What follows belongs to an exercise in optimizing a design on an open flow for small area, a short achievable clock period and few clock cycles per item; a production flow would make more cautious choices. The RTL was checked by simulation tests, not by an equivalence proof against the original design. Power figures rest on the tool's default switching activity, not on a simulated workload.

Design inav_decoder, start of the top module:
module inav_decoder (
    input  wire         clk,
    input  wire         rst,         
    input  wire         cmd_valid,
    output wire         cmd_ready,
    input  wire [124:0] cmd,
    output reg          rsp_valid,
    output wire [485:0] rsp
);
    localparam [2:0] ST_OK         = 3'd0;
    localparam [2:0] ST_FRAMING    = 3'd1;
    localparam [2:0] ST_CRC        = 3'd2;
    localparam [2:0] ST_UNKNOWN_WT = 3'd3;
    localparam [2:0] ST_EVEN_BUF   = 3'd4;
    localparam [2:0] ST_RESYNC     = 3'd5;
    localparam [2:0] ST_ILLEGAL    = 3'd7;
    reg          rdy;
    reg          asm_odd;       
    reg  [111:6] evb;           
    reg  [10:1]  evwt;          
    reg          evwt_ok;       
    reg          v1;            
    reg  [3:0]   op1;
    reg  [2:0]   st1;           
    reg          pair1;         
    reg          ev1;           
    reg  [23:0]  syn0, syn1;    
    reg  [15:0]  pd;            
    reg  [3:0]   gt1;           
    assign cmd_ready = rdy;
    wire       accept    = cmd_valid & rdy;
    wire [3:0] op        = cmd[124:121];
    wire       odd       = cmd[120];
    wire       marker_ok = (cmd[119] == odd);
    wire       submit    = (op == 4'h0);
    wire       ev_load   = accept & (cmd[124:119] == 6'd0);    
    wire [10:0] wt_in;
    genvar gi;
    generate
        for (gi = 0; gi <= 10; gi = gi + 1) begin : g_dec
            assign wt_in[gi] = (cmd[117:112] == gi);
        end
    endgenerate
    wire [7:0]  lo = cmd[13:6] & {8{~odd}};
    wire [23:0] syn_in0, syn_in1;
    wire r0x_0 = cmd[60] ^ cmd[92];
    wire r0x_1 = cmd[62] ^ cmd[94];
    wire r0x_2 = cmd[86] ^ cmd[114];
    wire r0x_3 = cmd[64] ^ cmd[96];
    wire r0x_4 = cmd[98] ^ cmd[116];
    wire r0x_5 = cmd[32] ^ cmd[72];
    wire r0x_6 = cmd[40] ^ cmd[84];
    wire r0x_7 = cmd[58] ^ cmd[90];
    wire r0x_8 = cmd[70] ^ cmd[110];
    wire r0x_9 = cmd[56] ^ cmd[88];
    wire r0x_10 = cmd[30] ^ cmd[34];
    wire r0x_11 = cmd[36] ^ cmd[66];
    wire r0x_12 = cmd[38] ^ cmd[42];
    wire r0x_13 = cmd[52] ^ cmd[76];
    wire r0x_14 = cmd[68] ^ cmd[78];
    wire r0x_15 = cmd[102] ^ cmd[108];
    wire r0x_16 = cmd[46] ^ r0x_2;
  ...
Size: ~1500 flip-flops, ~620 I/O pins, ~59000 sq um of cells after synthesis.
clock: 8.0 ns
lec_check: 0
cap_margin: 20
core_margin: 2
core_utilization: 40
cts_buf_list: sky130_fd_sc_hd__clkbuf_8 sky130_fd_sc_hd__clkbuf_16
cts_cluster_diameter: 50
cts_cluster_size: 12
place_density: 0.6
setup_slack_margin: 5
slew_margin: 20
tns_end_percent: 100
standard.sh (not shown) runs the stock make flow with config.mk's settings and CLKGATE_MAP_FILE= SYNTH_SCRIPT=/design/flow/synth_recipe.tcl, a recipe that flattens the netlist after the stock synthesis.
==> flow/flow/run.sh <==
#!/bin/bash
# The standard layout (the standard.sh), with two changes to how it is
# made: ports are buffered with buf_2 (rather than the delay-buffer cell
# buffer_ports picks on its own), and a222oi_1, which has no stronger size
# for timing repair to swap to, is added to the platform's don't-use list.
set -euo pipefail
PLATFORM_DONT_USE="$(sed -n '/^export DONT_USE_CELLS/,/^#/p' "$FLOW_HOME/platforms/sky130hd/config.mk" | grep -o 'sky130_fd_sc_hd__[a-z0-9_]*' | tr '\n' ' ')"
bash standard.sh "BUFFER_PORTS_ARGS=-buffer_cell sky130_fd_sc_hd__buf_2" \
    "DONT_USE_CELLS=${PLATFORM_DONT_USE}sky130_fd_sc_hd__a222oi_1" finish > make_finish.log 2>&1
tail -n 20 make_finish.log
Testbench counts at the start, summed over its fixed seeds: cycles 5,616, items 5,600.
==> next run, changes <==
Settings changed: CTS_BUF_LIST sky130_fd_sc_hd__clkbuf_8 sky130_fd_sc_hd__clkbuf_16 to sky130_fd_sc_hd__clkbuf_16, CTS_CLUSTER_DIAMETER 50 to 80, CTS_CLUSTER_SIZE 12 to 24.
Flip-flop and latch count is unchanged.
Cell area went down by a few percent.
Routed wire length went down slightly.
Maximum frequency went up slightly.
Final cell count went down by a few percent.
Clock skew went up by 0.027 ns.
Utilization went down by 1.4 points.
Synthesized area is unchanged.
Hold slack improves by 0.020 ns.
Worst setup slack improves by 0.045 ns.

main:
Another version of the RTL of inav_decoder (not shown whole).
For scale: ~1500 flip-flops, roughly 0.059 mm2 of cells after synthesis.
export LEC_CHECK = 0
export CAP_MARGIN = 20
export CORE_MARGIN = 2
export CORE_UTILIZATION = 45
export CTS_BUF_LIST = sky130_fd_sc_hd__clkbuf_16
export CTS_CLUSTER_DIAMETER = 80
export CTS_CLUSTER_SIZE = 24
export PLACE_DENSITY = 0.65
export SETUP_SLACK_MARGIN = 5
export SLEW_MARGIN = 20
export TNS_END_PERCENT = 30
create_clock -name core_clock -period 8.0 [get_ports {clk}]
Scripts as last shown in full above: flow/flow/run.sh
main: all stages complete, timing, DRC and antenna checks passed
Testbench counts of main, summed over its fixed seeds: cycles 5,616, items 5,600.
Input-level comparison between the feature branch and main:
- CORE_UTILIZATION: 45 -> 50
- PLACE_DENSITY: 0.65 -> 0.66
## What came out
Summary — number of clock buffer instances in the layout, the feature branch relative to main: lower, by 3.
Of the two values seen for endpoint of the worst setup timing path, rsp[88] was produced by main and rsp[82] by the feature branch.
main fits on a die that is larger than the die of the feature branch.
Relative to main, the feature branch degrades maximum VDD drop.

Starting RTL as in the previous note.
Settings: LEC_CHECK=0, CAP_MARGIN=20, CORE_MARGIN=2, CORE_UTILIZATION=48, CTS_BUF_LIST=sky130_fd_sc_hd__clkbuf_16, CTS_CLUSTER_DIAMETER=80, CTS_CLUSTER_SIZE=24, PLACE_DENSITY=0.62, SETUP_SLACK_MARGIN=5, SLEW_MARGIN=20, TNS_END_PERCENT=30; clock period 8.0 ns.
Scripts as last shown in full above: flow/flow/run.sh
Testbench counts at the start, summed over its fixed seeds: cycles 5,616, items 5,600.
Then changed:
CORE_UTILIZATION = 40   (was 48)
PLACE_DENSITY = 0.6   (was 0.62)
TNS_END_PERCENT = 100   (was 30)
Die area went up by 20%.
Total power rose by 0.62%.
Routed wire length climbs by 4.5%.
Area after synthesis does not change.
Sequential power stays flat.
Worst hold slack gets better by 0.032 ns.
Clock skew barely changes.
Sequential share of layout area came out lower by 1.8 points.
Clock power grows by about 2%.

Setup of P:
Another version of the RTL of inav_decoder (not shown whole).
For scale: ~1500 flip-flops, about 620 I/O pins, about 57000 µm² of cells after synthesis.
Design inav_decoder, start of the top module:
module inav_decoder (
    input  wire         clk,
    input  wire         rst,         
    input  wire         cmd_valid,
    output wire         cmd_ready,
    input  wire [124:0] cmd,
    output reg          rsp_valid,
    output wire [485:0] rsp
);
    localparam [2:0] ST_OK         = 3'd0;
    localparam [2:0] ST_FRAMING    = 3'd1;
    localparam [2:0] ST_CRC        = 3'd2;
    localparam [2:0] ST_UNKNOWN_WT = 3'd3;
    localparam [2:0] ST_EVEN_BUF   = 3'd4;
    localparam [2:0] ST_RESYNC     = 3'd5;
    localparam [2:0] ST_ILLEGAL    = 3'd7;
    reg          rdy;
    reg          asm_odd;       
    reg  [111:6] evb;           
    reg  [10:1]  evwt;          
    reg          evwt_ok;       
    reg          v1;            
    reg  [3:0]   op1;
    reg  [2:0]   st1;           
    reg          pair1;         
    reg          ev1;           
    reg  [23:0]  syn0, syn1;    
  ...
==> flow/config.mk <==
export PLATFORM = sky130hd
export DESIGN_NAME = inav_decoder
export DESIGN_NICKNAME = inav_decoder
export VERILOG_FILES = /design/flow/design.v
export SDC_FILE = /design/flow/constraint.sdc
export NUM_CORES = 4
export LEC_CHECK = 0
export CAP_MARGIN = 20
export CORE_MARGIN = 2
export CORE_UTILIZATION = 40
export CTS_BUF_LIST = sky130_fd_sc_hd__clkbuf_8 sky130_fd_sc_hd__clkbuf_16
export CTS_CLUSTER_DIAMETER = 50
export CTS_CLUSTER_SIZE = 12
export PLACE_DENSITY = 0.6
export SETUP_SLACK_MARGIN = 5
export SLEW_MARGIN = 20
export TNS_END_PERCENT = 100
==> flow/constraint.sdc <==
create_clock -name core_clock -period 8.0 [get_ports {clk}]
set_input_delay 1.6000 -clock core_clock [delete_from_list [all_inputs] [get_ports {clk}]]
set_output_delay 1.6000 -clock core_clock [all_outputs]
set_load 0.01 [all_outputs]
Scripts as last shown in full above: flow/flow/run.sh
P was carried through to the last stage, and its layout satisfied the timing, design-rule and antenna checks.
Testbench counts of P, summed over its fixed seeds: cycles 5,616, items 5,600.
[inputs] Q vs P
- a deleted CTS_BUF_LIST that had been sky130_fd_sc_hd__clkbuf_8 sky130_fd_sc_hd__clkbuf_16
- a deleted CTS_CLUSTER_DIAMETER that had been 50
- a deleted CTS_CLUSTER_SIZE that had been 12
### Flow results
- Power consumed by the clock network went up slightly going from P to Q.
- Compared P against Q; achievable clock frequency within noise.
- Comparing Q and P, the higher setup slack is on P.
- Higher clock period minus worst slack goes to Q over P.
- Q and P ended up with roughly the same routed wire length.

inav_decoder again, from the RTL that the note above started with.
// inav_decoder
module inav_decoder (
    input  wire         clk,
    input  wire         rst,         
    input  wire         cmd_valid,
    output wire         cmd_ready,
    input  wire [124:0] cmd,
    output reg          rsp_valid,
    output wire [485:0] rsp
);
Settings: LEC_CHECK=0, CAP_MARGIN=20, CORE_MARGIN=2, CORE_UTILIZATION=60, PLACE_DENSITY=0.72, SETUP_SLACK_MARGIN=5, SLEW_MARGIN=20, TNS_END_PERCENT=100; clock period 8.0 ns.
run.sh (not shown) runs the stock make flow with config.mk's settings and CLKGATE_MAP_FILE= SYNTH_SCRIPT=/design/flow/synth_recipe.tcl, a recipe that flattens the netlist after the stock synthesis.
Stock flow here: none of the scripts above is used.
Testbench counts at the start, summed over its fixed seeds: cycles 5,616, items 5,600.
Change:
- CORE_UTILIZATION: 60 -> 40
- PLACE_DENSITY: 0.72 -> 0.6
Outcome: The changed run finished clean; via count drops by 8.2%; sequential power hardly moves; wire length decreases by 1.4%; clock power climbs by about 2%; first-iteration DRC count goes down by 32%.

what the ideal ports hide:
No port has a modelled driver above. Below, the same layouts with a new extraction and two added sets of constraints. Step 1 sets driving cells, clkbuf_16 on the clock port and buf_2 on the other inputs (assumed; they add their load-dependent delay and slew). Step 2 also shifts input and output timing later by t, the mid clock arrival at the registers, as if the neighbouring blocks saw the same clock. Three values: ideal, step 1, step 2; two values: the first two.
| run | t, ns | setup slack, ns | worst setup path at the end |
|---|---|---|---|
| the first run of note 1 | 0.871 | 4.645 / 4.567 / 4.160 | input to register |
| the second run of note 1 | 0.789 | 4.689 / 4.614 / 4.230 | input to register |
| main | 0.768 | 4.714 / 4.641 / 4.119 | input to register |
| the feature branch | 0.745 | 4.741 / 4.667 / 4.078 | input to register |
| the first run of note 3 | 0.758 | 4.747 / 4.672 / 4.170 | input to register |
| the second run of note 3 | 0.803 | 4.694 / 4.615 / 4.144 | input to register |
| P | 0.861 | 4.557 / 4.482 / 4.130 | input to register |
| Q | 0.861 | 4.553 / 4.479 / 4.152 | input to register |
| the first run of note 5 | 0.845 | 4.356 / 4.287 / 4.118 | input to register |
| the second run of note 5 | 0.865 | 4.192 / 4.113 / 4.042 | input to register |
After both steps every run listed still meets setup and hold. For the feature branch, which loses most, drivers alone change the setup slack by -0.074 ns; drivers and shift together by -0.663 ns.
